Background: an optimization exercise with open tools, aiming at small area, a short achievable clock period and few clock cycles per item. Do not read the settings as production practice. In this exercise RTL edits were held to simulation tests only and were not proved equivalent to the original. No activity file was given, so power comes from the tool's default toggle rates.

`flow/run.sh`:
```
#!/bin/bash
# Standard layout, with plain buffers (not delay cells) on the ports.
set -euo pipefail
export BUFFER_PORTS_ARGS="-buffer_cell sky130_fd_sc_hd__buf_1"
bash standard.sh > standard.log 2>&1
```
`standard.sh`:
```
#!/bin/bash
# synth_recipe.tcl (not shown) runs the flow's synth.tcl, then flattens the netlist and writes it again
# the make line also repeats each setting of config.mk as NAME=value (left out here)
make -C /OpenROAD-flow-scripts/flow DESIGN_CONFIG=/design/flow/config.mk WORK_HOME=/design/flow/orfs CLKGATE_MAP_FILE= SYNTH_SCRIPT=/design/flow/synth_recipe.tcl "${@:-finish}"
```
`config.mk`:
```
export PLATFORM = sky130hd
export DESIGN_NAME = gsm7_septet
export DESIGN_NICKNAME = gsm7_septet
export VERILOG_FILES = /design/flow/design.v
export SDC_FILE = /design/flow/constraint.sdc
export NUM_CORES = 4
export LEC_CHECK = 0
export CAP_MARGIN = 20
export CORE_MARGIN = 2
export CORE_UTILIZATION = 50
export CTS_BUF_LIST = sky130_fd_sc_hd__clkbuf_8
export SETUP_SLACK_MARGIN = 4.3
export SLEW_MARGIN = 20
```
`constraint.sdc`:
```
create_clock -name core_clock -period 7.0 [get_ports {clk}]
set_input_delay 1.4000 -clock core_clock [delete_from_list [all_inputs] [get_ports {clk}]]
set_output_delay 1.4000 -clock core_clock [all_outputs]
set_load 0.01 [all_outputs]
```
`design.v`:
```
module gsm7_septet (
    input  wire        clk,
    input  wire        rst,           
    input  wire        cmd_valid,
    output wire        cmd_ready,
    input  wire [2:0]  cmd_op,
    input  wire [15:0] cmd_len,
    input  wire [7:0]  cmd_hdr_len,
    input  wire        in_valid,
    output wire        in_ready,
    input  wire [31:0] in_data,
    output wire        out_valid,
    input  wire        out_ready,
    output wire [7:0]  out_data,
    output wire        res_valid,
    input  wire        res_ready,
    output wire [7:0]  res_err,
    output wire [7:0]  res_count
);
    reg         busy;        
    reg         crdy;        
    reg         rv;          
    reg         irdy;        
    reg         fst;         
    reg         hbig;        
    reg         m_pack;      
    reg         m_hex;       
    reg         pre;         
    reg         more;        
    reg  [10:0] rem;         
    reg  [7:0]  cnt;         
    reg  [2:0]  hl;          
    reg         hexhi;       
    reg         skip;        
    reg  [4:0]  err;
    reg         sv;          
    reg  [7:0]  sq;          
    reg         sbad;        
    reg  [1:0]  sc;          
    reg         slo;         
    reg  [14:0] acc;         
    reg  [3:0]  k;           
    reg  [7:0]  od;          
    reg  [3:0]  lo;          
    reg         ov;          
    reg         olo;         
    function automatic [7:0] hexc(input [3:0] d);
        reg g;
        begin
            g = d[3] & (d[2] | d[1]);                    
            hexc = {1'b0, g, ~g, ~g, ~g & d[3],
                    g ? (d[2] & (d[1] | d[0])) : d[2],
                    g ? ~(d[1] ^ d[0]) : d[1],
                    d[0] ^ g};
        end
    endfunction
    wire len_big = (|cmd_len[15:11]) | (cmd_len[10] & (|cmd_len[9:0]));
    wire op_pack = (cmd_op == 3'd0);
    wire op_hdr  = (cmd_op == 3'd1);
    wire hl_big  = (|cmd_hdr_len[7:3]) | (&cmd_hdr_len[2:0]);
    wire f1      = (cmd_op[2] & cmd_op[1]) | len_big | (cmd_op == 3'd5);
    wire [4:0] e1 = (cmd_op[2] & cmd_op[1]) ? 5'h10 : len_big ? 5'h12 :
                    (cmd_op == 3'd5) ? 5'h03 : 5'h00;
    wire c_pre   = op_hdr & ~f1;
    wire c_more  = ~f1 & (|cmd_len[10:0]);
    wire r_248   = (|rem[10:8]) | ((&rem[7:3]) & (|rem[2:0]));
    wire p2      = fst & ~skip & (pre ? (hbig | r_248) : (m_pack & (|rem[10:8])));
    wire [4:0] e2 = (pre & hbig) ? 5'h17 : 5'h19;
    wire c_pack  = op_pack | op_hdr;
    wire [7:0] len7     = cmd_len[7:0] + 8'd7;
    wire [7:0] len_byte = op_hdr ? len7 : cmd_len[7:0];
    wire hl_nz   = |hl;
    wire auto_st = pre & ~hl_nz;                     
    wire pre_bit = pre & cnt[2] & cnt[1];            
    wire move    = sv & (~k[3] | slo);               
    wire sfree   = ~sv | move;
    wire done_in = ~pre & ~more & ~sv;
    wire flt   = |err;                               
    assign in_ready = irdy;
    wire fire  = in_valid & irdy;
    wire st1   = auto_st ? (skip | sfree) : fire;    
    wire sload = st1 & ~skip;                        
    wire commit = ~pre & ~m_pack & (~m_hex | hexhi);  
    wire hi24  = |in_data[31:8];
    wire c_dig = (in_data[7:4] == 4'h3) & (in_data[3:0] <= 4'h9);
    wire c_let = ~in_data[7] & in_data[6] & (in_data[4:3] == 2'b00) &
                 (in_data[2:0] != 3'd0) & (in_data[2:0] != 3'd7);
    wire [3:0] hv = {in_data[3] | in_data[6],
                     in_data[2] ^ (in_data[6] & in_data[1] & in_data[0]),
                     in_data[1] ^ (in_data[6] & in_data[0]),
                     in_data[0] ^ in_data[6]};
    wire [7:0] sx = auto_st ? 8'd0 :
                    (~pre & m_hex) ? (hexhi ? {4'd0, hv} : {hv, 4'd0}) : in_data[7:0];
    wire bad = (~pre & m_hex) ? ~(~hi24 & (c_dig | c_let)) :
               (hi24 | (~pre & m_pack & in_data[7]));
    wire [1:0] sw = pre ? {pre_bit, 1'b0} :
                    m_pack ? 2'd1 :
                    (m_hex & ~hexhi) ? 2'd3 : 2'd0;
    reg        s_fault;
    reg  [4:0] s_err;
    always @* begin
        s_fault = sbad; s_err = 5'h13;
        if (m_pack) begin
            if (sc == 2'd1) s_err = 5'h18;
        end else if (m_hex) begin
            s_err = 5'h15;
            if ((sc == 2'd3) & ~sbad & ~more) begin s_fault = 1'b1; s_err = 5'h16; end
        end
    end
    wire        k7  = &k[2:0];
    wire [14:0] ins = {7'd0, sq} << k[2:0];
    wire [14:0] tot = acc | (move ? ins : 15'd0);
    wire [3:0]  kw  = (sc == 2'd0) ? {1'b1, k[2:0]} :
                      (sc == 2'd1) ? ({1'b0, k[2:0]} + 4'd7) :
                      (sc == 2'd2) ? ({1'b0, k[2:0]} + 4'd1) : {1'b0, k[2:0]};
    wire [3:0]  kt  = move ? kw : k;
    wire hi_on  = ov & m_pack & ~olo;                
    wire ofree  = ~ov | (out_ready & ~hi_on);
    wire av_go  = (sc == 2'd0) | ((sc == 2'd1) & (|k[2:0])) | (((sc == 2'd2) | ~m_pack) & k7);
    wire av_no  = k[3] | (m_pack ? (done_in & (|k[2:0])) : k7);
    wire avail  = move ? av_go : av_no;
    wire load   = ofree & avail;
    wire left   = k[3] | (m_pack ? (|k[2:0]) : k7);      
    assign out_valid = ov;
    assign out_data  = od;
    assign res_valid = rv;
    assign res_err   = {3'd0, err};
    assign res_count = cnt;                           
    assign cmd_ready = crdy;
    wire take = ~busy & cmd_valid;
    wire pre_n  = pre & ~((pre_bit & st1) | (auto_st & skip)) & ~p2;
    wire more_n = ((fire & ~pre) ? (rem != 11'd1) : more) & ~p2;
    wire hlnz_n = (fire & pre) ? (hl != 3'd1) : hl_nz;
    wire cap_n  = sload & commit & (cnt == 8'd158);
    wire skip_n = skip | cap_n | (move & ~flt & s_fault) | p2;
    wire sv_n   = sload | (sv & ~move);
    wire slo_n  = sload ? (m_hex & hexhi) : slo;
    wire k3_n   = load ? (~m_pack & (&kt)) : kt[3];
    wire room_n = skip_n | ~sv_n | ~k3_n | slo_n;
    wire need_n = pre_n ? hlnz_n : more_n;
    always @(posedge clk) begin
        if (rst) begin
            busy <= 1'b0;
            crdy <= 1'b1;
            rv   <= 1'b0;
            ov   <= 1'b0;
            irdy <= 1'b0;
        end else if (take) begin
            busy <= 1'b1;
            crdy <= 1'b0;
            irdy <= op_hdr ? (|cmd_hdr_len[2:0]) : (|cmd_len[10:0]);
        end else if (busy) begin
            irdy <= need_n & room_n;
            if (ov & out_ready & ~hi_on)
                ov <= 1'b0;
            if (load)
                ov <= 1'b1;
            if (!rv && done_in && !left && ofree)
                rv <= 1'b1;
            if (rv && res_ready) begin
                rv   <= 1'b0;
                busy <= 1'b0;
                crdy <= 1'b1;
                irdy <= 1'b0;
            end
        end
    end
    always @(posedge clk) begin
        if (!busy) begin
            pre    <= c_pre;
            more   <= c_more;
            sv     <= 1'b0;
            fst    <= 1'b1;
            hbig   <= hl_big;
            m_pack <= c_pack;
            m_hex  <= (cmd_op == 3'd2);
            rem    <= cmd_len[10:0];
            cnt    <= 8'd0;
            hl     <= cmd_hdr_len[2:0];
            hexhi  <= 1'b0;
            skip   <= f1;
            err    <= e1;
            acc    <= {7'd0, len_byte & {8{c_pack}}};
            k      <= {c_pack, 3'd0};
        end else begin
            fst  <= 1'b0;
            if (p2) begin
                skip <= 1'b1;
                err  <= e2;
            end
            more <= more_n;
            pre  <= pre_n;
            if (sload)
                sv <= 1'b1;
            else if (move)
                sv <= 1'b0;
            if (fire & ~pre)
                rem <= rem - 11'd1;
            if (fire & pre) hl <= hl - 3'd1;
            if (m_hex & fire) hexhi <= ~hexhi;
            if (flt)
                cnt <= 8'd0;
            else if (pre ? (st1 & ~skip) : (sload & (m_pack | commit)))
                cnt <= cnt + ((~m_pack & (cnt[2:0] == 3'd6)) ? 8'd2 : 8'd1);
            if (cap_n)
                skip <= 1'b1;                           
            if (sfree) begin                            
                sq   <= sx;
                sbad <= ~auto_st & bad;
                sc  <= sw;
                slo <= m_hex & hexhi;
            end
            if (move & ~flt & s_fault) begin            
                skip <= 1'b1;
                err  <= s_err;
            end
            if (ov & out_ready & hi_on)
                olo <= 1'b1;
            if (load | (out_ready & hi_on))
                od  <= m_pack ? hexc(hi_on ? lo : tot[7:4]) : {1'b0, tot[6:0]};
            if (load) begin
                lo  <= tot[3:0];
                olo <= 1'b0;
                if (m_pack) begin
                    acc <= {8'd0, tot[14:8]};
                    k   <= kt[3] ? {1'b0, kt[2:0]} : 4'd0;
                end else begin
                    acc <= {7'd0, tot[14:7]};
                    k   <= kt - 4'd7;
                end
            end else begin
                acc <= tot;
                k   <= kt;
            end
        end
    end
endmodule
```
==> results of run 1 <==
-- cell families after synthesis --
group                    share of synthesized area
other                                     0.000693
adder cells (fa/ha/maj)                     0.0407
XOR/XNOR                                    0.0434
buffers and inverters                       0.0515
AND/OR/NAND/NOR                              0.234
flip-flops                                   0.398
multiplexers                                0.0545
AO/OA/AOI/OAI                                0.178
-- layout by cell type (no fill, tap or decap), types with 6 or more instances in the layout --
cell type   n
nor3_1     27
nand3_1    13
buf_1      88
and3_1      6
o211ai_1    7
edfxtp_1   47
inv_1      24
nor2_1     72
xor2_1     14
dfxtp_1    34
o21ai_0    17
clkbuf_8    9
ha_1       15
a21o_1      8
or3_1       7
nand2_1    55
nand2b_1    6
a21oi_1    42
nand4_1     6
nor4_1      6
mux2i_1    16
xnor2_1    11
-- per-layer routing --
metal  track usage  up-vias  part of all wire
met5             0        -                 0
met4        0.0751        0             0.014
li1              -     2337                 -
met1         0.336     2273              0.45
met3        0.0609       17             0.060
met2         0.395      154              0.47
-- through the flow --
stage	worst slack, ns	cell area (um2)	std cells	utilization	power [mW]
CTS	4.30	6000	811	0.576	1.15
global route	4.30	6080	813	0.584	1.20
finish	4.36	6080	813	0.584	1.15
detailed placement	3.72	5790	795	0.555	0.802
floorplan	4.23	5440	600	-	0.737
global placement	3.80	5790	795	0.555	0.796
-- power breakdown --
group | internal [mW] | total (mW) | switching, mW
Clock | 0.164 | 0.350 | 0.186
Sequential | 0.559 | 0.590 | 0.0313
Combinational | 0.0819 | 0.208 | 0.126
-- critical path, delay by kind of cell --
family	cells	cell delay [ns]
buffers and inverters	2	0.18
adders and majority gates	1	0.19
and+or+nand+nor	2	0.25
AOI/OAI and AO/OA	2	0.76
-- final timing paths --
check / depth (start not counted) / end / startpoint
setup / recovery: 7 / err[0] / cmd_len[1]
hold / removal: 2 / ov / ov
setup reg to reg: 6 / od[0] / sv
hold reg to reg: 2 / ov / ov
-- layout make-up --
class	count	area [um2]
Fill cell	962	4340
Multi-Input combinational cell	456	3080
Inverter	28	106
Tap cell	136	170
Clock buffer	9	124
Clock inverter	7	67.6
Timing Repair Buffer	93	368
Sequential cell	84	2160
-- flip-flops by register name, indices dropped and copies added, names as in the netlist, 4 cells and up --
register and cells:
od 7, rem 11, cnt 8, sq 8, lo 4, err 5, k 4, acc 15
-- repair_timing --
item,in CTS,in global routing
buffers inserted,0,2
setup endpoints to repair,35,33
pin swaps,1,2
gates resized for setup,6,15
gates cloned,0,0
hold endpoints to repair,0,0
==> flow_summary_export.csv, run 1 <==
group,metric,value,unit
run_status,status,"finished clean",
global_routing,grt_max_degree,49,
cells_and_area,antenna_cells,0,
cts,cts_root_buf,"clkbuf_8",
yosys,syn_area,5410,um2
yosys,synth_common_cells,"nor2_1, nand2_1, edfxtp_1",
cts,clkLatencyLatePin,0.37,ns
drt,drt_iter0_markers,247,
floorplanning,die_w,108,um
sta,timing.fmax,379,MHz
yosys,yosys.area.top_type,"edfxtp_1",
global_routing,grt.overflow.total,0,
global_routing,antenna_found_initial,0,
yosys,synth_top_area_frac,0.261,
setup_path,worstPathRequired,7.14,ns
global_routing,grt_usage,0.248,
drt,post-route-drc-count,0,
drt,vias,4781,
drt,avgRoutedWirePerCell,17.2,um
yosys,synth_area_per_cell,9.07,um2
floorplanning,core_area,10400,um2
setup_path,cp_slowest_cell,"o41ai_2",
setup_path,path_class,"in2reg",
sta,worst_pin_slew,1.01,ns
placement,place_congestion,0.836,
sta,fin_worst_skew,0.00876,ns
floorplanning,io_pins,93,
drt,viasPerCell,5.88,
setup_path,end_kind,"flip-flop",
cts,clk_pin_slew,0.08,ns
drt,antenna_left,0,
job,drv_cap,0,
cts,clk_path_buf_depth,2,
hold_path,holdCritPathClass,"reg2reg",
cts,ctsHtreeMaxLevel,3,
cells_and_area,drive_gt1_frac,0.105,
floorplanning,die_h,108,um
cts,cts_tree,"yes",
yosys,synthFlopType,"edfxtp_1",
global_routing,grt_pass1_vias,4515,
yosys,yosysSeqAreaShare,0.398,
pwr,vdd_drop_max,0.000103,V
yosys,syn_inst,597,
placement,post-dp-hpwl,10500,um
drt,drtPass1Iterations,5,
cts,cts.sinks,84,
cts,cts_buffers,9,
pwr,power.density,189,nW/um2
sta,period_needed,2.64,ns
yosys,ys_top_cells_by_area,"edfxtp_1, dfxtp_1, nor2_1",
floorplanning,rows,37,
sta,hold_violations,0,
setup_path,start_kind,"primary input",
setup_path,critical_path_arrival,2.78,ns
setup_path,cp_max_fo,3,
placement,portBuffers,88,
yosys,yosysMostFrequentCell,"nor2_1",
cts,ctsHoldBuffers,0,
setup_path,slowest_delay,0.40,ns
pwr,power_leakage,2.11,nW
sta,slew_headroom,0.321,
sta,setup_viol,0,
setup_path,r2r_slack,4.45,ns
sta,maxSlewViolCount,0,
drt,wirelength,14000,um
yosys,synthDistinctLibCells,83,
sta,post-route-period-util,0.377,
yosys,ys_async_sr_fraction,0,
global_routing,grt_first_pass_wirelength,22600,um
sta,worst_hold_slack,0.495,ns
yosys,ys_ff_latch,84,
yosys,yosysWarnings,1,
cells_and_area,syn_to_final_growth,12.3,%
floorplanning,start_util,0.520,
yosys,synth_edf_count,47,
floorplanning,die_area,11700,um2
sta,rsz0062_at_grt,"false",
setup_path,cp_cell_sequence,"buf_1 > inv_1 > ha_2 > nor2b_4 > nand3_2 > a211o_1 > o41ai_2",
cells_and_area,nets,754,
sta,finalSetupTns,0,ns
Testbench counts, summed over its fixed seeds: cycles 40,152, items 28,162.
==> inputs of run 2 (changes only) <==
--- a/config.mk
+++ b/config.mk
@@ -7,7 +7,7 @@
 export LEC_CHECK = 0
 export CAP_MARGIN = 20
 export CORE_MARGIN = 2
-export CORE_UTILIZATION = 50
+export CORE_UTILIZATION = 60
 export CTS_BUF_LIST = sky130_fd_sc_hd__clkbuf_8
 export SETUP_SLACK_MARGIN = 4.3
 export SLEW_MARGIN = 20
==> run 2 against run 1 <==
Against the previous run:
- still clean
- die area decreased by 16%
- register-to-register slack hardly changed
- fmax grew 0.70%
- sequential power about the same
- critical path type unchanged
- largest power group unchanged
- highest routed layer unchanged
==> flow_summary_export.csv, run 2 <==
group,metric,value,unit
sta,post-route-period-util,0.374,
cts,ctsHtreeMaxLevel,3,
setup_path,end_kind,"flip-flop",
cts,cts_tree,"yes",
yosys,synth_area_per_cell,9.07,um2
cells_and_area,top_regs,"acc: 15 flops, rem: 11 flops",
drt,vias,4791,
setup_path,r2r_slack,4.46,ns
yosys,yosysWarnings,1,
placement,post-dp-hpwl,9910,um
placement,dpl_worst_slack,3.94,ns
global_routing,grt_first_pass_wirelength,21300,um
yosys,synth_top_area_frac,0.261,
cts,clk_pin_slew,0.09,ns
sta,hold_violations,0,
sta,worst_hold_slack,0.491,ns
setup_path,cp_cell_sequence,"buf_1 > inv_2 > ha_1 > nor2b_2 > nand3_2 > a211o_1 > nand2b_1 > a21oi_1 > a21oi_1",
cells_and_area,top_register,"acc",
cts,cts_buffers,9,
global_routing,grt_usage,0.271,
drt,wirelength,13200,um
cells_and_area,nets,754,
setup_path,cp_slowest_cell,"a211o_1",
floorplanning,core_area,8720,um2
run_status,status,"finished clean",
cts,ctsHoldBuffers,0,
yosys,syn_inst,597,
setup_path,path_class,"in2reg",
yosys,ys_top_cells_by_area,"edfxtp_1, dfxtp_1, nor2_1",
yosys,synthFlopType,"edfxtp_1",
yosys,syn_area,5410,um2
cells_and_area,antenna_cells,0,
cells_and_area,final_common_cell,"buf_1",
yosys,synth_edf_count,47,
drt,drt_iter0_markers,334,
sta,period_needed,2.62,ns
setup_path,crit_top_cell,"a21oi_1",
global_routing,grt.overflow.total,0,
global_routing,antenna_found_initial,0,
pwr,power_leakage,2.09,nW
setup_path,start_kind,"primary input",
setup_path,worstPathRequired,7.08,ns
drt,avgRoutedWirePerCell,16.9,um
placement,place_congestion,0.887,
drt,drtPass1Iterations,5,
yosys,yosysSeqAreaShare,0.398,
floorplanning,die_h,99.0,um
yosys,yosysMostFrequentCell,"nor2_1",
pwr,p_total,1.15,mW
floorplanning,die_w,99.0,um
yosys,synthDistinctLibCells,83,
floorplanning,start_util,0.621,
cells_and_area,fillers,726,
cells_and_area,final_cell_mix,"buf_1, nor2_1, nand2_1",
yosys,yosys.area.top_type,"edfxtp_1",
cts,clkLatencyLatePin,0.36,ns
setup_path,critPathBufInv,2,
cells_and_area,drive_gt1_frac,0.0975,
cells_and_area,syn_to_final_growth,11.1,%
pwr,power.density,192,nW/um2
drt,post-route-drc-count,0,
pwr,vdd_drop_max,0.000122,V
sta,worst_pin_slew,0.966,ns
cts,clk_path_buf_depth,2,
floorplanning,io_pins,93,
sta,rsz0062_at_grt,"false",
yosys,synth_common_cells,"nor2_1, nand2_1, edfxtp_1",
sta,timing.final.ws_setup,4.38,ns
sta,fin_worst_skew,0.0163,ns
yosys,ys_ff_latch,84,
sta,slew_headroom,0.352,
cts,cts_root_buf,"clkbuf_8",
drt,viasPerCell,6.10,
floorplanning,rows,34,
cells_and_area,largest_reg_flops,15,
global_routing,grt_max_degree,49,
floorplanning,die_area,9800,um2
sta,setup_viol,0,
setup_path,slowest_delay,0.31,ns
sta,maxSlewViolCount,0,
hold_path,holdCritPathClass,"reg2reg",
setup_path,critical_path_arrival,2.70,ns
setup_path,crit_family,"compound AO/OA/AOI/OAI gates",
cts,cts.sinks,84,
job,drv_cap,0,
drt,antenna_left,0,
placement,portBuffers,88,
setup_path,cp_max_fo,3,
global_routing,grt_pass1_vias,4341,
sta,finalSetupTns,0,ns
yosys,ys_async_sr_fraction,0,
sta,timing.fmax,382,MHz
## run 2: cell counts after synthesis
No cell type changed its count.
## run 2: kinds of logic (layout without fill, tap and decap cells)
group | after synthesis | after routing | synth area share
adders and majority gates | 17 | 17 | 0.0407
AOI/OAI and AO/OA | 137 | 137 | 0.178
and+or+nand+nor | 248 | 248 | 0.234
other | 1 | 4 | 0.000693
xor gates and xnor gates | 26 | 26 | 0.0434
DFF | 84 | 84 | 0.398
muxes | 24 | 24 | 0.0545
buffers and inverters | 60 | 137 | 0.0515
## run 2: worst paths after layout
check                           startpoint      end  cells after the start
worst min register to register     acc[10]  acc[10]                      2
worst max register to register      m_pack   acc[3]                      7
worst max-delay path            cmd_len[0]   err[1]                      9
worst min-delay path               acc[10]  acc[10]                      2
## run 2: cell type report
class                   count  area [um2]  share of cell area
well taps                 108         135              0.0225
inverters                  28         106              0.0177
multi-input cells         456        3050               0.507
flip-flops and latches     84        2160               0.359
clock inverters             7        73.8              0.0123
repair buffers             93         368              0.0611
clock buffers               9         124              0.0206
## run 2: worst reg2reg max path, cell delays in order, from the launching register on
cell      delay [ns]
edfxtp_1        0.33
buf_4           0.34
clkinv_2        0.39
a211oi_2        0.41
a211oi_4        0.16
nand2_1         0.26
inv_1           0.19
a221o_1         0.36
## run 2: repair_timing
item	4_1_cts	5_1_grt
setup buffers	0	2
setup endpoints to repair	33	35
pin swaps	0	2
resized for setup	3	13
## run 2: metal layers
metal  GRT usage  vias to the layer above  share of wire
met4       0.101                        0          0.027
met3      0.0440                       26          0.065
met5           0                        -              0
met1       0.369                     2249           0.43
li1            -                     2335              -
met2       0.436                      181           0.48
## run 2: stage by stage
step                utilization  std cells  cell area [um2]
floorplan                     -        600             5440
global placement          0.659        767             5750
detailed placement        0.659        767             5750
CTS                       0.682        783             5950
global route              0.690        785             6020
finish                    0.690        785             6020
## run 2: power by group
group	internal (mW)	switching, mW	total (mW)
Combinational	0.0812	0.124	0.205
Sequential	0.559	0.0306	0.590
Clock	0.167	0.190	0.357
==> inputs of run 3 (changes only) <==
--- a/config.mk
+++ b/config.mk
@@ -5,9 +5,10 @@
 export SDC_FILE = /design/flow/constraint.sdc
 export NUM_CORES = 4
 export LEC_CHECK = 0
+export ABC_AREA = 1
 export CAP_MARGIN = 20
 export CORE_MARGIN = 2
 export CORE_UTILIZATION = 60
 export CTS_BUF_LIST = sky130_fd_sc_hd__clkbuf_8
-export SETUP_SLACK_MARGIN = 4.3
+export SETUP_SLACK_MARGIN = 4.7
 export SLEW_MARGIN = 20
==> run 3 against run 2 <==
Against the previous run:
- fmax rose by 12%
- largest power group unchanged
- via count grew 10%
- area after synthesis decreased by 1.0%
- clock skew fell by 0.0037 ns
- still clean on timing, DRC and antenna
- die area down 0.98%
==> flow_summary_export.csv, run 3 <==
group,metric,value,unit
run_status,status,"finished clean",
drt,post-route-drc-count,0,
drt,wirelength,13700,um
sta,finalSetupTns,0,ns
pwr,vdd_drop_max,0.000114,V
yosys,synth_edf_count,47,
sta,post-route-period-util,0.335,
setup_path,start_kind,"flip-flop",
yosys,yosysSeqAreaShare,0.402,
cts,cts.sinks,84,
cells_and_area,final_area,6330,um2
sta,period_needed,2.34,ns
cells_and_area,top_regs,"acc: 15 flops, rem: 11 flops",
placement,post-dp-hpwl,10300,um
global_routing,grt_max_degree,29,
cts,cts_tree,"yes",
setup_path,critPathBufInv,1,
global_routing,grt_usage,0.285,
yosys,yosysWarnings,1,
sta,setup_viol,0,
pwr,power.density,178,nW/um2
sta,timing.fmax,427,MHz
hold_path,holdCritPathClass,"reg2reg",
cts,ctsHtreeMaxLevel,3,
setup_path,path_class,"reg2out",
cts,ctsHoldBuffers,0,
global_routing,grt_first_pass_wirelength,22600,um
yosys,yosysMostFrequentCell,"nand2_1",
cells_and_area,syn_to_final_growth,18.1,%
setup_path,end_kind,"output port",
cts,clkLatencyLatePin,0.37,ns
job,drv_cap,0,
cts,clk_pin_slew,0.09,ns
floorplanning,die_w,98.5,um
floorplanning,rows,34,
sta,hold_violations,0,
sta,fin_worst_skew,0.0126,ns
cts,clk_path_buf_depth,2,
floorplanning,start_util,0.618,
placement,portBuffers,88,
setup_path,crit_family,"flip-flops",
placement,placed_cell_area,5850,um2
cells_and_area,final_common_cell,"nand2_1",
setup_path,cp_max_fo,2,
cells_and_area,top_register,"acc",
sta,maxSlewViolCount,0,
cells_and_area,drive_gt1_frac,0.143,
cts,cts_root_buf,"clkbuf_8",
setup_path,slowest_delay,0.43,ns
sta,slew_headroom,0.614,
yosys,ys_top_cells_by_area,"edfxtp_1, dfxtp_1, nand2_1",
setup_path,critical_path_arrival,0.94,ns
sta,rsz0062_at_grt,"true",
global_routing,grt.overflow.total,0,
floorplanning,die_area,9700,um2
setup_path,cp_cell_sequence,"clkbuf_2",
drt,drt_iter0_markers,335,
placement,place_congestion,0.969,
yosys,synth_common_cells,"nand2_1, inv_1, nor2_1",
drt,avgRoutedWirePerCell,14.3,um
cells_and_area,largest_reg_flops,15,
yosys,syn_area,5360,um2
setup_path,worstPathRequired,5.60,ns
yosys,synthFlopType,"edfxtp_1",
pwr,p_total,1.13,mW
pwr,sequentialPowerShare,0.517,
pwr,power_leakage,2.75,nW
cells_and_area,final_cell_mix,"nand2_1, inv_1, nor2_1",
floorplanning,die_h,98.5,um
cells_and_area,nets,923,
cells_and_area,antenna_cells,0,
floorplanning,io_pins,93,
yosys,ys_async_sr_fraction,0,
drt,vias,5278,
pwr,pwr-share-clk,0.292,
pwr,p_sw_frac,0.318,
yosys,synth_top_area_frac,0.263,
yosys,yosys.area.top_type,"edfxtp_1",
global_routing,grt_pass1_vias,4835,
drt,drtPass1Iterations,7,
global_routing,antenna_found_initial,0,
pwr,p_int,0.771,mW
yosys,synthDistinctLibCells,49,
drt,antenna_left,0,
yosys,synth_area_per_cell,7.24,um2
sta,worst_pin_slew,0.580,ns
pwr,power.switching,0.359,mW
drt,viasPerCell,5.53,
yosys,ys_ff_latch,84,
yosys,syn_inst,740,
pwr,p_comb_frac,0.191,
setup_path,cp_slowest_cell,"edfxtp_1",
floorplanning,core_area,8680,um2
cts,cts_buffers,9,
run 3: cell types whose count changed after synthesis, sizes merged, moves of 10 or more:
| cell | delta |
|---|---|
| nand3 | +48 |
| nand2 | +146 |
| a21oi | -10 |
| inv | +76 |
| nor3 | -12 |
| o21ai | +29 |
| mux2i | -16 |
run 3: metrics by stage:
stage	hold slack [ns]	util	cells	worst slack [ns]
2_1_floorplan	0.439	-	743	4.53
3_3_place_gp	0.454	0.674	922	4.18
3_5_place_dp	0.460	0.674	922	4.15
4_1_cts	0.482	0.709	944	4.65
5_1_grt	0.506	0.729	954	4.60
6_report	0.478	0.729	954	4.66
run 3: final cells by class:
type	instances	area, um2
multi-input combinational	537	2850
fill	704	2350
sequential	84	2180
timing repair buffer	106	548
inverter	103	432
tap	108	135
clock buffer	9	124
clock inverter	7	60.1
run 3: power groups by stage:
stage	logic (mW)	registers, mW	clock network [mW]
floorplan	0.141	0.588	0
finish	0.216	0.584	0.330
detailed placement	0.194	0.595	0
CTS	0.204	0.584	0.333
global placement	0.189	0.594	0
global route	0.242	0.588	0.352
run 3: kinds of logic after synthesis:
| family | Yosys count | share of synthesized area |
|---|---|---|
| buf+inv | 122 | 0.0946 |
| other cells | 1 | 0.000700 |
| fa+ha+maj | 17 | 0.0411 |
| compound gates | 112 | 0.119 |
| simple gates | 388 | 0.317 |
| xor+xnor | 16 | 0.0262 |
| flops | 84 | 0.402 |
run 3: final timing paths:
path,startpoint,to,slack [ns],depth (start not counted)
max,err[1],res_err[1],4.66,1
min,acc[14],acc[14],0.48,2
max reg2reg,m_pack,cnt[6],4.85,12
min reg2reg,acc[14],acc[14],0.48,2
run 3: worst register-to-register path, stage by stage (launching register included):
cell,delay (ns)
edfxtp_1,0.40
buf_12,0.16
clkinv_8,0.12
nand2_1,0.13
nor2_2,0.05
inv_1,0.09
ha_1,0.18
inv_1,0.05
fa_1,0.40
nor3_2,0.19
nand2_1,0.10
o21bai_1,0.14
nor2_1,0.05
run 3: per-layer routing:
metal | routed length (um) | vias up | GRT usage
met5 | 0 | - | 0
met4 | 354 | 0 | 0.103
met3 | 873 | 35 | 0.0411
met2 | 6510 | 200 | 0.465
met1 | 5930 | 2406 | 0.391
li1 | - | 2637 | -
run 3: what timing repair did:
item | 4_1_cts | 5_1_grt
setup endpoints to repair | 62 | 53
buffers inserted | 6 | 10
gates cloned | 0 | 0
pin swaps | 8 | 8
resized for setup | 33 | 37
==> inputs of run 4 (changes only) <==
--- a/config.mk
+++ b/config.mk
@@ -10,5 +10,5 @@
 export CORE_MARGIN = 2
 export CORE_UTILIZATION = 60
 export CTS_BUF_LIST = sky130_fd_sc_hd__clkbuf_8
-export SETUP_SLACK_MARGIN = 4.7
+export SETUP_SLACK_MARGIN = 4.6
 export SLEW_MARGIN = 20
==> run 4 against run 3 <==
Against the previous run:
- critical path depth up 7
- largest cell class unchanged
- sequential share of layout area up 0.68 points
- setup slack worse by 0.10 ns
- synthesized cell count unchanged
- clock power down 3%
- fmax down 4.1%
- final cell count down 0.31%
- total power down 1.9%
- largest power group unchanged
- die area unchanged
- worst hold slack better by 0.021 ns
- still clean
- combinational power down 4%
==> flow_summary_export.csv, run 4 <==
group,metric,value,unit
floorplanning,die_h,98.5,um
yosys,ys_async_sr_fraction,0,
cells_and_area,syn_to_final_growth,14.4,%
drt,viasPerCell,5.48,
sta,timing.fmax,409,MHz
setup_path,cp_max_fo,5,
global_routing,grt_max_degree,38,
yosys,synthAdderAreaFrac,0.0411,
yosys,synth_top_area_frac,0.263,
setup_path,worstPathRequired,7.30,ns
setup_path,crit_family,"simple AND/OR/NAND/NOR gates",
drt,antenna_left,0,
pwr,pwr-share-clk,0.289,
setup_path,path_class,"in2reg",
global_routing,grt_first_pass_wirelength,22900,um
setup_path,end_kind,"flip-flop",
yosys,ys_ff_latch,84,
cells_and_area,fin_util,0.707,
yosys,synth_edf_count,47,
pwr,sequentialPowerShare,0.524,
cts,cts_tree,"yes",
global_routing,grt_pass1_vias,4874,
yosys,synth_top_family_by_area,"simple AND/OR/NAND/NOR gates",
pwr,p_sw_frac,0.313,
yosys,synth_xor_area_frac,0.0261,
cts,ctsHtreeMaxLevel,3,
cts,clk_pin_slew,0.09,ns
placement,dpl_worst_slack,4.16,ns
drt,avgRoutedWirePerCell,14.5,um
floorplanning,core_area,8680,um2
sta,hold_violations,0,
yosys,synth-simple-area-share,0.317,
setup_path,start_kind,"primary input",
sta,setup_viol,0,
cells_and_area,antenna_cells,0,
yosys,synth_common_cells,"nand2_1, inv_1, nor2_1",
yosys,synthFlopType,"edfxtp_1",
cells_and_area,largest_reg_flops,15,
setup_path,r2r_slack,4.79,ns
cells_and_area,top_register,"acc",
global_routing,grt.overflow.total,0,
sta,timing.final.ws_setup,4.56,ns
floorplanning,io_pins,93,
cells_and_area,nets,920,
cts,clkLatencyLatePin,0.36,ns
cells_and_area,fillers,761,
pwr,p_int,0.761,mW
yosys,synth-compound-area-share,0.119,
yosys,synth_mux_area_frac,0,
floorplanning,rows,34,
sta,rsz0062_at_grt,"true",
pwr,power_leakage,2.65,nW
setup_path,crit_top_cell,"inv_1",
setup_path,r2r_start,"k[2]",
run_status,status,"finished clean",
yosys,yosysSeqAreaShare,0.402,
sta,post-route-period-util,0.349,
yosys,syn_inst,740,
cts,clk_path_buf_depth,2,
cells_and_area,final_cell_mix,"nand2_1, inv_1, buf_1",
global_routing,grt_usage,0.289,
cells_and_area,drive_gt1_frac,0.0949,
setup_path,rr_worst_depth,8,
cts,cts_buffers,9,
setup_path,crit_path_start,"cmd_op[1]",
cts,cts_root_buf,"clkbuf_8",
pwr,power.density,181,nW/um2
pwr,p_comb_frac,0.187,
floorplanning,start_util,0.618,
setup_path,slowest_delay,0.24,ns
floorplanning,die_w,98.5,um
setup_path,cp_cell_sequence,"buf_1 > nor2_2 > inv_1 > nor2_1 > inv_1 > a21oi_1 > o21ai_0 > nand3_1",
drt,drtPass1Iterations,6,
drt,post-route-drc-count,0,
drt,vias,5209,
cells_and_area,top_regs,"acc: 15 flops, rem: 11 flops",
cells_and_area,final_common_cell,"nand2_1",
sta,finalSetupTns,0,ns
cts,ctsHoldBuffers,0,
floorplanning,die_area,9700,um2
pwr,vdd_drop_max,0.000105,V
sta,fin_worst_skew,0.0136,ns
drt,drt_iter0_markers,333,
yosys,syn_area,5360,um2
yosys,synthDistinctLibCells,49,
pwr,power.switching,0.347,mW
yosys,ys_top_cells_by_area,"edfxtp_1, dfxtp_1, nand2_1",
setup_path,critical_path_arrival,2.74,ns
placement,portBuffers,88,
placement,post-dp-hpwl,10500,um
drt,wirelength,13800,um
setup_path,cp_slowest_cell,"o21ai_0",
yosys,synth_area_per_cell,7.24,um2
yosys,yosys.area.top_type,"edfxtp_1",
placement,place_congestion,0.913,
setup_path,critPathBufInv,3,
setup_path,worstSetupPathDepth,8,
job,drv_cap,0,
setup_path,r2r-end,"od[1]",
yosys,yosysWarnings,1,
cts,cts.sinks,84,
sta,maxSlewViolCount,0,
setup_path,endpoint,"acc[1]",
yosys,yosysMostFrequentCell,"nand2_1",
global_routing,antenna_found_initial,0,
sta,period_needed,2.44,ns
hold_path,holdCritPathClass,"reg2reg",
==> run 4: how the worst min path moves through the flow <==
stage	from	end	slack [ns]	cells after the start
2_1_floorplan	acc[14]	acc[14]	0.44	2
3_3_place_gp	acc[14]	acc[14]	0.45	2
3_5_place_dp	acc[14]	acc[14]	0.47	2
4_1_cts	acc[14]	acc[14]	0.49	2
5_1_grt	acc[14]	acc[14]	0.51	2
6_report	acc[14]	acc[14]	0.50	2
==> run 4: timing repair <==
action	4_1_cts	5_1_grt
resized for setup	3	26
setup buffers	1	12
setup endpoints to repair	34	29
pin swaps	1	11
endpoints found under the hold margin	0	0
cloned	0	0
==> run 4: power groups by stage <==
| stage | registers (mW) | logic, mW | clock network, mW |
|---|---|---|---|
| after global placement | 0.593 | 0.187 | 0 |
| after floorplan | 0.587 | 0.138 | 0 |
| after CTS | 0.580 | 0.197 | 0.320 |
| final | 0.581 | 0.207 | 0.321 |
| after detailed placement | 0.594 | 0.193 | 0 |
| after global routing | 0.585 | 0.233 | 0.340 |
==> run 4: cells by family (layout without fill, tap and decap cells) <==
family                   count (synthesis)  count (layout)
AND/OR/NAND/NOR                        388             388
other                                    1               4
AO/OA/AOI/OAI                          112             112
buffers and inverters                  122             222
flip-flops                              84              84
XOR/XNOR                                16              16
adder cells (fa/ha/maj)                 17              17
==> run 4: area by class of cell <==
| class | instances | area, um2 | share of cell area |
|---|---|---|---|
| well taps | 108 | 135 | 0.0220 |
| repair buffers | 103 | 472 | 0.0769 |
| clock inverters | 7 | 51.3 | 0.00837 |
| multi-input cells | 537 | 2780 | 0.453 |
| clock buffers | 9 | 124 | 0.0202 |
| inverters | 103 | 415 | 0.0677 |
| flip-flops and latches | 84 | 2160 | 0.352 |
==> run 4: worst register-to-register path, cell delays in order (launching register included) <==
cell and delay [ns]:
dfxtp_1 0.50, nand3_1 0.29, inv_1 0.25, a21oi_1 0.09, o21ai_1 0.25, o21ai_2 0.13, ha_1 0.29, nand3b_1 0.10
nand3_1 0.08
==> run 4: metal layers <==
layer,track usage,vias to the layer above,share of wire
met5,0,-,0
met4,0.0906,0,0.019
met3,0.0277,22,0.048
met2,0.486,172,0.49
met1,0.397,2389,0.44
li1,-,2626,-
==> run 4: per-stage QoR <==
stage | area [um2] | power, mW | hold WS, ns | std cells
3_3_place_gp | 5790 | 0.779 | 0.453 | 922
2_1_floorplan | 5430 | 0.725 | 0.439 | 743
6_report | 6130 | 1.11 | 0.499 | 951
5_1_grt | 6130 | 1.16 | 0.513 | 951
4_1_cts | 5980 | 1.10 | 0.495 | 939
3_5_place_dp | 5790 | 0.787 | 0.472 | 922
==> inputs of run 5 (changes only) <==
--- a/config.mk
+++ b/config.mk
@@ -10,5 +10,5 @@
 export CORE_MARGIN = 2
 export CORE_UTILIZATION = 60
 export CTS_BUF_LIST = sky130_fd_sc_hd__clkbuf_8
-export SETUP_SLACK_MARGIN = 4.6
+export SETUP_SLACK_MARGIN = 4.3
 export SLEW_MARGIN = 20
==> run 5 against run 4 <==
Against the previous run:
- final cell count decreased by 1.4%
- global-route usage decreased by 0.28 points
- clock power increased by 14%
- die area unchanged
- setup slack got worse by 0.064 ns
- synthesized cell count unchanged
- critical endpoint is now acc[6]
- largest cell class unchanged
- largest power group unchanged
==> flow_summary_export.csv, run 5 <==
group,metric,value,unit
run_status,status,"finished clean",
setup_path,path_class,"in2reg",
cts,cts_root_buf,"clkbuf_8",
setup_path,slowest_delay,0.33,ns
setup_path,r2r-end,"acc[5]",
floorplanning,die_w,98.5,um
floorplanning,die_h,98.5,um
cts,clkLatencyLatePin,0.37,ns
setup_path,worstPathRequired,7.29,ns
pwr,sequentialPowerShare,0.512,
setup_path,critical_path_arrival,2.80,ns
setup_path,r2r_slack,4.60,ns
cts,ctsHtreeMaxLevel,3,
sta,timing.fmax,399,MHz
cells_and_area,final_common_cell,"nand2_1",
yosys,yosysMostFrequentCell,"nand2_1",
sta,fin_worst_skew,0.0219,ns
placement,place_congestion,0.921,
global_routing,grt_usage,0.286,
cts,clk_pin_slew,0.10,ns
setup_path,cp_cell_sequence,"buf_1 > inv_1 > nor3_2 > inv_1 > nor3_1 > nand2_1 > xor2_1 > o211ai_1",
cells_and_area,largest_reg_flops,15,
pwr,p_total,1.14,mW
drt,vias,5200,
hold_path,holdCritPathClass,"reg2reg",
setup_path,cp_slowest_cell,"nor3_2",
hold_path,holdPathStages,2,
placement,post-dp-hpwl,10300,um
drt,avgRoutedWirePerCell,14.5,um
global_routing,grt_pass1_vias,4848,
drt,wirelength,13600,um
pwr,pwr-share-clk,0.322,
yosys,yosysWarnings,1,
sta,worst_hold_slack,0.481,ns
sta,period_needed,2.51,ns
cells_and_area,fin_util,0.685,
cells_and_area,final_cell_mix,"nand2_1, inv_1, buf_1",
cells_and_area,nets,907,
yosys,synthFlopType,"edfxtp_1",
global_routing,grt_max_degree,40,
global_routing,antenna_found_initial,0,
hold_path,min-delay-start,"rv",
drt,drtPass1Iterations,5,
setup_path,start_kind,"primary input",
cells_and_area,drive_gt1_frac,0.0602,
sta,rsz0062_at_grt,"false",
setup_path,r2r_start,"k[0]",
sta,timing.final.ws_setup,4.49,ns
placement,placed_cell_area,5730,um2
drt,antenna_left,0,
pwr,power.switching,0.349,mW
cts,cts.sinks,84,
cts,ctsHoldBuffers,0,
placement,dpl_worst_slack,4.02,ns
cts,cts_tree,"yes",
pwr,power.density,192,nW/um2
setup_path,rr_worst_depth,11,
yosys,syn_area,5360,um2
cells_and_area,top_register,"acc",
setup_path,cp_max_fo,7,
setup_path,end_kind,"flip-flop",
sta,setup_viol,0,
job,drv_cap,0,
cells_and_area,final_area,5940,um2
yosys,ys_top_cells_by_area,"edfxtp_1, dfxtp_1, nand2_1",
yosys,synth_area_per_cell,7.24,um2
placement,dp_cells,921,
sta,finalSetupTns,0,ns
yosys,ys_async_sr_fraction,0,
floorplanning,start_util,0.618,
floorplanning,die_area,9700,um2
pwr,p_int,0.792,mW
yosys,yosysSeqAreaShare,0.402,
cts,clk_path_buf_depth,2,
drt,viasPerCell,5.54,
floorplanning,core_area,8680,um2
floorplanning,io_pins,93,
global_routing,grt_first_pass_wirelength,22400,um
sta,slew_headroom,0.328,
sta,worst_pin_slew,1.01,ns
yosys,synth_edf_count,47,
cells_and_area,syn_to_final_growth,10.9,%
sta,maxSlewViolCount,0,
floorplanning,rows,34,
pwr,power_leakage,2.55,nW
cells_and_area,top_regs,"acc: 15 flops, rem: 11 flops",
setup_path,crit_top_cell,"inv_1",
yosys,synth_top_area_frac,0.263,
hold_path,hold_end,"rv",
drt,post-route-drc-count,0,
yosys,yosys.area.top_type,"edfxtp_1",
cells_and_area,fin_cells,938,
pwr,vdd_drop_max,0.000119,V
cells_and_area,antenna_cells,0,
cts,cts_buffers,9,
pwr,p_sw_frac,0.306,
yosys,synthDistinctLibCells,49,
sta,hold_violations,0,
sta,post-route-period-util,0.358,
yosys,ys_ff_latch,84,
yosys,syn_inst,740,
placement,portBuffers,88,
global_routing,grt.overflow.total,0,
drt,drt_iter0_markers,334,
yosys,synth_common_cells,"nand2_1, inv_1, nor2_1",
pwr,p_comb_frac,0.167,
-- run 5: cell counts after synthesis --
Identical to the previous run, type by type.
-- run 5: power groups by stage --
stage,registers [mW],clock network (mW),logic [mW]
6_report,0.584,0.367,0.190
5_1_grt,0.588,0.390,0.217
4_1_cts,0.583,0.369,0.189
3_5_place_dp,0.597,0,0.184
3_3_place_gp,0.596,0,0.179
2_1_floorplan,0.587,0,0.135
-- run 5: worst max-delay path by stage --
stage                     startpoint      to  cells past startpoint
after global placement     out_ready   od[0]                      7
after global routing          m_pack  cnt[7]                     13
final                      cmd_op[0]  acc[6]                      8
after detailed placement   out_ready   od[1]                      7
after CTS                       k[1]  acc[5]                     11
after floorplan            out_ready   od[0]                      6
-- run 5: cell type report --
class	count	area [um2]
inverter	103	389
multi-input combinational	537	2720
tap	108	135
clock buffer	9	124
fill	790	2740
clock inverter	7	81.3
sequential	84	2150
timing repair buffer	90	345
-- run 5: kinds of logic after synthesis --
logic type / count (synthesis) / share of synthesized area
and+or+nand+nor: 388 / 0.317
AOI/OAI and AO/OA: 112 / 0.119
adders and majority gates: 17 / 0.0411
other: 1 / 0.000700
buffers and inverters: 122 / 0.0946
DFF: 84 / 0.402
xor gates and xnor gates: 16 / 0.0262
-- run 5: critical path: cells and delay by family --
kind | cells | cell delay, ns
simple gates | 3 | 0.72
compound gates | 1 | 0.16
buf+inv | 3 | 0.36
xor+xnor | 1 | 0.15
-- run 5: per-layer routing --
metal / share of wire / track usage
met4: 0.024 / 0.0959
met5: 0 / 0
met2: 0.47 / 0.473
met1: 0.44 / 0.381
met3: 0.058 / 0.0532
-- run 5: what timing repair did --
item | in CTS | in global routing
setup buffers | 1 | 0
hold endpoints to repair | 0 | 0
endpoints found under the setup margin | 10 | 11
resized for setup | 1 | 1
==> inputs of run 6 (changes only) <==
--- a/config.mk
+++ b/config.mk
@@ -5,10 +5,9 @@
 export SDC_FILE = /design/flow/constraint.sdc
 export NUM_CORES = 4
 export LEC_CHECK = 0
-export ABC_AREA = 1
 export CAP_MARGIN = 20
 export CORE_MARGIN = 2
 export CORE_UTILIZATION = 60
 export CTS_BUF_LIST = sky130_fd_sc_hd__clkbuf_8
-export SETUP_SLACK_MARGIN = 4.3
+export SETUP_SLACK_MARGIN = 4.5
 export SLEW_MARGIN = 20
==> run 6 against run 5 <==
Against the previous run:
- still clean on timing, DRC and antenna
- register-to-register slack better by 0.02 ns
- worst hold slack better by 0.0099 ns
- clock power down about 10%
- first-iteration DRC count down 35%
- clock-buffer cell count unchanged
- fmax down 2.1%
- sequential cell count unchanged
- core utilization up 3.5 points
==> flow_summary_export.csv, run 6 <==
group,metric,value,unit
run_status,status,"finished clean",
setup_path,critical_path_arrival,2.66,ns
drt,drt_iter0_markers,217,
yosys,synth_common_cells,"nor2_1, nand2_1, edfxtp_1",
setup_path,worstPathRequired,7.10,ns
placement,dpl_worst_slack,3.94,ns
sta,timing.final.ws_setup,4.44,ns
sta,fin_worst_skew,0.00963,ns
placement,dp_cells,767,
cells_and_area,final_common_cell,"buf_1",
yosys,yosysWarnings,1,
drt,viasPerCell,6.07,
sta,timing.fmax,391,MHz
global_routing,antenna_found_initial,0,
cts,clk_pin_slew,0.10,ns
pwr,vdd_drop_max,0.000104,V
global_routing,grt_pass1_vias,4500,
setup_path,r2r-end,"irdy",
yosys,yosysSeqAreaShare,0.398,
drt,vias,4852,
setup_path,start_kind,"primary input",
setup_path,slowest_delay,0.37,ns
setup_path,cp_slowest_cell,"a211o_1",
global_routing,grt_first_pass_wirelength,21700,um
cts,cts_buffers,9,
cells_and_area,top_register,"acc",
drt,post-route-drc-count,0,
cells_and_area,fin_util,0.720,
sta,worst_pin_slew,0.919,ns
yosys,ys_ff_latch,84,
yosys,synthDistinctLibCells,83,
setup_path,crit_path_start,"cmd_len[3]",
sta,maxSlewViolCount,0,
placement,post-dp-hpwl,10000,um
setup_path,cp_cell_sequence,"buf_6 > nor4_4 > nand3_2 > a211o_1 > nand2b_4 > a21oi_2 > a21oi_2",
drt,avgRoutedWirePerCell,17.1,um
drt,antenna_left,0,
yosys,synth_top_area_frac,0.261,
drt,wirelength,13700,um
cts,ctsHtreeMaxLevel,3,
drt,drtPass1Iterations,5,
job,drv_cap,0,
yosys,synth_edf_count,47,
sta,slew_headroom,0.383,
global_routing,grt.overflow.total,0,
placement,place_congestion,0.867,
yosys,ys_async_sr_fraction,0,
yosys,yosys.area.top_type,"edfxtp_1",
cells_and_area,drive_gt1_frac,0.159,
floorplanning,io_pins,93,
cts,cts.sinks,84,
sta,setup_viol,0,
sta,post-route-period-util,0.366,
cells_and_area,nets,769,
cts,ctsHoldBuffers,0,
cells_and_area,final_cell_mix,"buf_1, nor2_1, nand2_1",
cts,cts_root_buf,"clkbuf_8",
setup_path,endpoint,"err[1]",
cts,cts_tree,"yes",
cells_and_area,largest_reg_flops,15,
yosys,syn_area,5410,um2
sta,period_needed,2.56,ns
floorplanning,core_area,8720,um2
pwr,power.density,182,nW/um2
yosys,yosysMostFrequentCell,"nor2_1",
global_routing,grt_max_degree,49,
cells_and_area,antenna_cells,0,
yosys,synthFlopType,"edfxtp_1",
pwr,p_total,1.14,mW
yosys,ys_top_cells_by_area,"edfxtp_1, dfxtp_1, nor2_1",
placement,portBuffers,88,
setup_path,end_kind,"flip-flop",
setup_path,rr_worst_depth,8,
pwr,power_leakage,2.23,nW
cells_and_area,fin_cells,800,
setup_path,path_class,"in2reg",
setup_path,crit_top_cell,"a21oi_2",
cts,clkLatencyLatePin,0.36,ns
sta,hold_violations,0,
floorplanning,start_util,0.621,
floorplanning,rows,34,
cells_and_area,top_regs,"acc: 15 flops, rem: 11 flops",
setup_path,r2r_start,"sc[0]",
yosys,syn_inst,597,
floorplanning,die_area,9800,um2
cts,clk_path_buf_depth,2,
setup_path,r2r_slack,4.62,ns
hold_path,holdCritPathClass,"reg2reg",
cells_and_area,syn_to_final_growth,16.0,%
floorplanning,die_h,99.0,um
floorplanning,die_w,99.0,um
sta,rsz0062_at_grt,"true",
yosys,synth_area_per_cell,9.07,um2
global_routing,grt_usage,0.276,
sta,finalSetupTns,0,ns
setup_path,cp_max_fo,6,
==> run 6: cell count changes after synthesis, moves of 11 or more <==
| cell | change |
|---|---|
| a21oi_1 | +11 |
| nand3_1 | -45 |
| nand2_1 | -141 |
| inv_1 | -71 |
| nor3_1 | +14 |
| o21ai_0 | -27 |
| mux2i_1 | +16 |
==> run 6: logic make-up (layout without fill, tap and decap cells) <==
kind of cell / Yosys count / count (layout) / share of synthesized area
multiplexers: 24 / 24 / 0.0545
flip-flops: 84 / 84 / 0.398
other: 1 / 4 / 0.000693
adder cells (fa/ha/maj): 17 / 17 / 0.0407
AND/OR/NAND/NOR: 248 / 248 / 0.234
XOR/XNOR: 26 / 26 / 0.0434
AO/OA/AOI/OAI: 137 / 137 / 0.178
buffers and inverters: 60 / 152 / 0.0515
==> run 6: area by class of cell <==
class                      instances  area, um2
clock buffer                       9        124
clock inverter                     7       57.6
fill                             708       2440
inverter                          28        110
multi-input combinational        456       3180
sequential                        84       2160
tap                              108        135
timing repair buffer             108        512
==> run 6: timing repair <==
action,in CTS,in global routing
setup buffers,3,14
setup endpoints to repair,43,49
pin swaps,4,7
gates cloned,0,0
resized for setup,11,39
==> run 6: how the worst min path moves through the flow <==
stage,startpoint,endpoint,depth (start not counted)
2_1_floorplan,acc[11],acc[11],2
3_3_place_gp,acc[10],acc[10],2
3_5_place_dp,acc[10],acc[10],2
4_1_cts,acc[10],acc[10],2
5_1_grt,acc[10],acc[10],2
6_report,acc[10],acc[10],2
==> run 6: critical path: cells and delay by family <==
kind,cells,cell delay (ns)
buf+inv,1,0.11
compound gates,3,0.55
simple gates,3,0.59
==> run 6: report_power, final <==
part / internal, mW / switching, mW
registers: 0.559 / 0.0288
clock network: 0.134 / 0.195
logic: 0.0933 / 0.134
==> run 6: through the flow <==
stage	instance area, um2	hold slack, ns
after floorplan	5490	0.434
after global placement	5810	0.461
after detailed placement	5810	0.469
after CTS	6040	0.493
after global routing	6280	0.521
final	6280	0.491
==> run 6: per-layer routing <==
metal | wire length, um | up-vias | share of wire | track usage
met5 | 0 | - | 0 | 0
met4 | 230 | 0 | 0.017 | 0.0759
met1 | 6070 | 2288 | 0.44 | 0.380
met3 | 794 | 22 | 0.058 | 0.0440
met2 | 6590 | 169 | 0.48 | 0.454
li1 | - | 2373 | - | -
==> inputs of run 7 (changes only) <==
--- a/config.mk
+++ b/config.mk
@@ -5,9 +5,11 @@
 export SDC_FILE = /design/flow/constraint.sdc
 export NUM_CORES = 4
 export LEC_CHECK = 0
+export ABC_AREA = 1
 export CAP_MARGIN = 20
 export CORE_MARGIN = 2
 export CORE_UTILIZATION = 60
 export CTS_BUF_LIST = sky130_fd_sc_hd__clkbuf_8
+export CTS_CLUSTER_SIZE = 30
 export SETUP_SLACK_MARGIN = 4.5
 export SLEW_MARGIN = 20
==> run 7 against run 6 <==
Against the previous run:
- via count increased by 6.6%
- clock-buffer cell count increased by 1
- register-to-register slack improved by 0.02 ns
- sequential cell count unchanged
- area after synthesis decreased by 1.0%
- total power increased by 0.24%
- critical path depth increased by 3
- routed wire length decreased by 0.73%
- largest cell class unchanged
==> flow_summary_export.csv, run 7 <==
group,metric,value,unit
cells_and_area,final_cell_mix,"nand2_1, inv_1, buf_1",
sta,worst_hold_slack,0.480,ns
yosys,synth-simple-area-share,0.317,
yosys,synth_edf_count,47,
floorplanning,die_h,98.5,um
yosys,syn_inst,740,
yosys,yosysSeqAreaShare,0.402,
setup_path,critical_path_arrival,2.51,ns
sta,finalSetupTns,0,ns
pwr,power_leakage,2.58,nW
cells_and_area,antenna_cells,0,
cts,cts.sinks,84,
setup_path,cp_slowest_cell,"nor2_2",
yosys,synthFlopType,"edfxtp_1",
yosys,synth-compound-area-share,0.119,
yosys,ys_top_cells_by_area,"edfxtp_1, dfxtp_1, nand2_1",
global_routing,grt_usage,0.286,
setup_path,end_kind,"flip-flop",
hold_path,holdCritPathClass,"reg2reg",
cells_and_area,fillers,778,
setup_path,path_class,"in2reg",
pwr,p_total,1.15,mW
yosys,yosysMostFrequentCell,"nand2_1",
setup_path,critPathBufInv,2,
setup_path,r2r-end,"cnt[6]",
placement,placed_cell_area,5750,um2
setup_path,cp_cell_sequence,"buf_1 > inv_4 > ha_4 > nand2_2 > nor3_2 > nand3_1 > nand2_1 > nand3b_1 > nor2_2 > nand2_1",
cells_and_area,nets,908,
yosys,syn_area,5360,um2
floorplanning,die_w,98.5,um
drt,drt_iter0_markers,310,
floorplanning,die_area,9700,um2
floorplanning,io_pins,93,
yosys,synth_top_family_by_area,"simple AND/OR/NAND/NOR gates",
cells_and_area,top_regs,"acc: 15 flops, rem: 11 flops",
sta,timing.final.ws_setup,4.61,ns
cts,clk_pin_slew,0.08,ns
sta,worst_pin_slew,0.681,ns
sta,fin_worst_skew,0.0112,ns
sta,period_needed,2.39,ns
setup_path,slowest_delay,0.16,ns
hold_path,holdPathStages,2,
drt,avgRoutedWirePerCell,14.5,um
drt,antenna_left,0,
sta,rsz0062_at_grt,"true",
placement,dp_cells,921,
drt,wirelength,13600,um
yosys,synthDistinctLibCells,49,
global_routing,grt_first_pass_wirelength,22500,um
yosys,synthAdderAreaFrac,0.0411,
yosys,ys_async_sr_fraction,0,
yosys,yosys.area.top_type,"edfxtp_1",
placement,dpl_worst_slack,4.14,ns
cts,clkLatencyLatePin,0.37,ns
yosys,yosysWarnings,1,
cts,cts_buffers,9,
hold_path,hold_end,"rv",
setup_path,cp_max_fo,3,
drt,vias,5172,
yosys,synth_xor_area_frac,0.0261,
cells_and_area,final_area,6020,um2
setup_path,r2r_slack,4.64,ns
global_routing,grt_pass1_vias,4729,
sta,timing.fmax,418,MHz
setup_path,worstPathRequired,7.12,ns
setup_path,crit_family,"simple AND/OR/NAND/NOR gates",
setup_path,r2r_start,"m_pack",
floorplanning,rows,34,
sta,setup_viol,0,
job,drv_cap,0,
sta,slew_headroom,0.545,
cells_and_area,largest_reg_flops,15,
cts,ctsHtreeMaxLevel,3,
sta,maxSlewViolCount,0,
cells_and_area,drive_gt1_frac,0.0722,
global_routing,antenna_found_initial,0,
floorplanning,core_area,8680,um2
yosys,synth_area_per_cell,7.24,um2
global_routing,grt_max_degree,40,
yosys,synth_common_cells,"nand2_1, inv_1, nor2_1",
sta,post-route-period-util,0.342,
placement,portBuffers,88,
cts,clk_path_buf_depth,2,
yosys,ys_ff_latch,84,
cells_and_area,fin_util,0.693,
pwr,vdd_drop_max,0.000112,V
drt,post-route-drc-count,0,
hold_path,min-delay-start,"rv",
floorplanning,start_util,0.618,
cells_and_area,top_register,"acc",
yosys,synth_mux_area_frac,0,
cts,cts_tree,"yes",
cells_and_area,final_common_cell,"nand2_1",
cells_and_area,syn_to_final_growth,12.3,%
yosys,synth_top_area_frac,0.263,
placement,post-dp-hpwl,10400,um
setup_path,rr_worst_depth,11,
setup_path,worstSetupPathDepth,10,
setup_path,crit_top_cell,"nand2_1",
setup_path,start_kind,"primary input",
global_routing,grt.overflow.total,0,
pwr,power.density,191,nW/um2
cells_and_area,fin_cells,939,
drt,viasPerCell,5.51,
run_status,status,"finished clean",
drt,drtPass1Iterations,5,
placement,place_congestion,0.918,
cts,cts_root_buf,"clkbuf_8",
sta,hold_violations,0,
run 7: cell types whose count changed after synthesis, moves of 11 or more:
cell	delta
mux2i_1	-16
a21oi_1	-11
nand3_1	+45
nand2_1	+141
inv_1	+71
o21ai_0	+27
nor3_1	-14
run 7: worst max-delay path by stage:
stage | startpoint | slack (ns) | end
floorplan | cmd_len[1] | 4.52 | skip
global placement | cmd_len[1] | 4.24 | err[0]
detailed placement | cmd_op[0] | 4.14 | acc[6]
CTS | cmd_op[0] | 4.51 | acc[6]
global route | m_pack | 4.46 | cnt[6]
finish | cmd_len[1] | 4.61 | skip
run 7: kinds of logic after synthesis:
group | after synthesis
flops | 84
compound gates | 112
buf+inv | 122
other cells | 1
xor+xnor | 16
simple gates | 388
fa+ha+maj | 17
run 7: cell type report:
type,instances,area (um2),area share
multi-input combinational,537,2760,0.459
sequential,84,2150,0.358
inverter,103,395,0.0657
timing repair buffer,91,365,0.0607
clock buffer,10,138,0.0229
tap,108,135,0.0225
clock inverter,6,70.1,0.0116
run 7: report_power, final:
part           leakage, nW  internal [mW]  switching [mW]
registers            0.756          0.560          0.0217
clock network        0.107          0.178           0.189
logic                 1.71         0.0655           0.134
run 7: routing by layer:
metal  vias to the layer above  wire length [um]  track usage
met5                         -                 0            0
met4                         0               224       0.0664
met3                        23               892       0.0468
met2                       186              6400        0.455
met1                      2363              6070        0.415
li1                       2600                 -            -
run 7: worst min-delay path: stages (launching register included):
cell and delay, ns:
dfxtp_1 0.33, inv_1 0.05, a21oi_1 0.05
run 7: timing repair:
item                       CTS  global route
buffers inserted             1             1
hold buffers                 0             0
setup endpoints to repair   23            13
hold endpoints to repair     0             0
pin swaps                    0             1
cloned                       0             0
gates resized for setup      2             5
==> inputs of run 8 (changes only) <==
--- a/config.mk
+++ b/config.mk
@@ -10,6 +10,6 @@
 export CORE_MARGIN = 2
 export CORE_UTILIZATION = 60
 export CTS_BUF_LIST = sky130_fd_sc_hd__clkbuf_8
-export CTS_CLUSTER_SIZE = 30
 export SETUP_SLACK_MARGIN = 4.5
 export SLEW_MARGIN = 20
+export TNS_END_PERCENT = 30
==> run 8 against run 7 <==
Against the previous run:
- global-route usage is 0.59 points higher
- die area unchanged
- routed wire length up 4.3%
- clock skew rose by 0.0035 ns
- final cell count grew 0.53%
- sequential cell count did not move
- critical path depth fell by 1
- non-clock buffer count grew 5
- clock power up 23%
- via count rose by 3.0%
- clock-buffer cell count down 1
==> flow_summary_export.csv, run 8 <==
group,metric,value,unit
yosys,ys_top_cells_by_area,"edfxtp_1, dfxtp_1, nand2_1",
sta,maxSlewViolCount,0,
drt,vias,5327,
cts,cts_buffers,9,
cts,ctsHtreeMaxLevel,3,
setup_path,worstSetupPathDepth,9,
pwr,p_total,1.24,mW
placement,placed_cell_area,5720,um2
cells_and_area,antenna_cells,0,
cells_and_area,top_regs,"acc: 15 flops, rem: 11 flops",
setup_path,critical_path_arrival,2.69,ns
pwr,power_leakage,2.64,nW
job,drv_cap,0,
sta,finalSetupTns,0,ns
cts,cts.sinks,84,
cells_and_area,top_register,"acc",
yosys,ys_ff_latch,84,
setup_path,start_kind,"flip-flop",
yosys,synthFlopType,"edfxtp_1",
drt,avgRoutedWirePerCell,15.0,um
yosys,synth_top_area_frac,0.263,
floorplanning,start_util,0.618,
hold_path,holdCritPathClass,"reg2reg",
setup_path,cp_cell_sequence,"inv_2 > nand2_1 > nor2_1 > inv_1 > fa_1 > nor3_2 > nand2_1 > o21bai_1 > nor2_1",
cts,clk_pin_slew,0.10,ns
floorplanning,rows,34,
pwr,vdd_drop_max,0.000123,V
setup_path,cp_max_fo,28,
setup_path,worstPathRequired,7.27,ns
placement,dpl_worst_slack,3.82,ns
floorplanning,core_area,8680,um2
placement,place_congestion,0.871,
global_routing,grt_usage,0.292,
yosys,yosysWarnings,1,
setup_path,cp_slowest_cell,"edfxtp_1",
cells_and_area,nets,913,
cells_and_area,syn_to_final_growth,14.6,%
setup_path,crit_family,"simple AND/OR/NAND/NOR gates",
yosys,yosysSeqAreaShare,0.402,
cells_and_area,fin_util,0.707,
cts,clkLatencyLatePin,0.38,ns
global_routing,antenna_found_initial,0,
placement,dp_cells,920,
run_status,status,"finished clean",
sta,timing.fmax,414,MHz
floorplanning,io_pins,93,
placement,portBuffers,88,
setup_path,slowest_delay,0.48,ns
pwr,power.density,201,nW/um2
placement,post-dp-hpwl,10500,um
setup_path,path_class,"reg2reg",
sta,setup_viol,0,
cts,clk_path_buf_depth,2,
global_routing,grt.overflow.total,0,
yosys,ys_async_sr_fraction,0,
yosys,yosys.area.top_type,"edfxtp_1",
yosys,synth_area_per_cell,7.24,um2
yosys,synthDistinctLibCells,49,
sta,fin_worst_skew,0.0147,ns
yosys,syn_inst,740,
cells_and_area,final_cell_mix,"nand2_1, inv_1, buf_1",
sta,worst_hold_slack,0.486,ns
cts,cts_tree,"yes",
global_routing,grt_first_pass_wirelength,23000,um
sta,timing.final.ws_setup,4.58,ns
sta,post-route-period-util,0.345,
setup_path,end_kind,"flip-flop",
yosys,synth_common_cells,"nand2_1, inv_1, nor2_1",
drt,drt_iter0_markers,294,
setup_path,rr_worst_depth,9,
yosys,synth_edf_count,47,
sta,hold_violations,0,
cells_and_area,drive_gt1_frac,0.0825,
floorplanning,die_h,98.5,um
sta,worst_pin_slew,0.984,ns
sta,slew_headroom,0.343,
global_routing,grt_pass1_vias,5038,
global_routing,grt_max_degree,40,
drt,drtPass1Iterations,5,
hold_path,holdPathStages,2,
sta,rsz0062_at_grt,"true",
cts,ctsHoldBuffers,0,
yosys,yosysMostFrequentCell,"nand2_1",
sta,period_needed,2.42,ns
yosys,syn_area,5360,um2
floorplanning,die_w,98.5,um
drt,viasPerCell,5.64,
floorplanning,die_area,9700,um2
cells_and_area,largest_reg_flops,15,
setup_path,critPathBufInv,2,
cells_and_area,fillers,755,
drt,wirelength,14200,um
drt,antenna_left,0,
drt,post-route-drc-count,0,
cells_and_area,final_common_cell,"nand2_1",
cells_and_area,fin_cells,944,
cells_and_area,final_area,6140,um2
cts,cts_root_buf,"clkbuf_8",
[run 8: repair_timing]
item | CTS | global route
buffers inserted | 1 | 7
resized for setup | 4 | 25
pin swaps | 0 | 6
setup endpoints to repair | 52 | 22
[run 8: cells by family after synthesis]
group / count (synthesis) / share of synthesized area
flip-flops: 84 / 0.402
AO/OA/AOI/OAI: 112 / 0.119
adder cells (fa/ha/maj): 17 / 0.0411
XOR/XNOR: 16 / 0.0262
AND/OR/NAND/NOR: 388 / 0.317
buffers and inverters: 122 / 0.0946
other: 1 / 0.000700
[run 8: final timing paths]
path              startpoint  slack [ns]      to
hold reg to reg           rv        0.49      rv
setup / recovery      m_pack        4.58  cnt[6]
hold / removal            rv        0.49      rv
setup reg to reg      m_pack        4.58  cnt[6]
[run 8: worst reg2reg max path: cells and delay by family, from the launching register on]
kind	cells	cell delay, ns
simple gates	5	0.70
fa+ha+maj	1	0.44
buf+inv	2	0.52
compound gates	1	0.17
flops	1	0.48
[run 8: where the power goes]
part | switching [mW] | internal [mW]
logic | 0.133 | 0.0690
clock network | 0.207 | 0.243
registers | 0.0245 | 0.560
total | 0.365 | 0.872
[run 8: layer usage]
metal / track usage / vias to the layer above / part of all wire
met1: 0.376 / 2506 / 0.42
met3: 0.0369 / 35 / 0.061
met2: 0.503 / 180 / 0.49
met5: 0 / - / 0
met4: 0.115 / 0 / 0.027
li1: - / 2606 / -
[run 8: area by class of cell]
class,instances,area (um2),share of cell area
Timing Repair Buffer,96,425,0.0693
Clock inverter,7,129,0.0210
Inverter,103,399,0.0650
Sequential cell,84,2150,0.351
Multi-Input combinational cell,537,2770,0.452
Clock buffer,9,124,0.0202
Tap cell,108,135,0.0220

-- separate check: timing with driven ports --
In the flow no input, the clock included, has a driving cell. The finished layouts below were timed again as built, in two steps.
Step 1, drivers: a clkbuf_16 drives clk and a buf_2 each remaining input, both assumed.
Step 2 times the ports against the registers' clock, not the clock port: input delays grow and output delays shrink by t, the midpoint of the rising clock arrivals with the driver on.
Three values: no drivers, after step 1, after step 2; two values: the first two.
run | shift t [ns] | setup slack, ns | slew at the worst register clock pin (ns)
run 1 | 0.399 | 4.362 / 4.374 / 3.975 | 0.09 / 0.09
run 2 | 0.388 | 4.380 / 4.394 / 4.006 | 0.10 / 0.10
run 3 | 0.393 | 4.657 / 4.624 / 4.286 | 0.10 / 0.10
run 4 | 0.385 | 4.558 / 4.562 / 4.177 | 0.10 / 0.10
run 5 | 0.393 | 4.494 / 4.503 / 4.110 | 0.10 / 0.10
run 6 | 0.392 | 4.441 / 4.429 / 4.037 | 0.10 / 0.10
run 7 | 0.393 | 4.608 / 4.596 / 4.226 | 0.09 / 0.09
run 8 | 0.410 | 4.583 / 4.565 / 4.188 | 0.11 / 0.11
After both steps setup and hold are still met in every run listed. The setup slack of run 6, which loses most, moves by -0.012 ns with the drivers and by -0.404 ns with both steps.
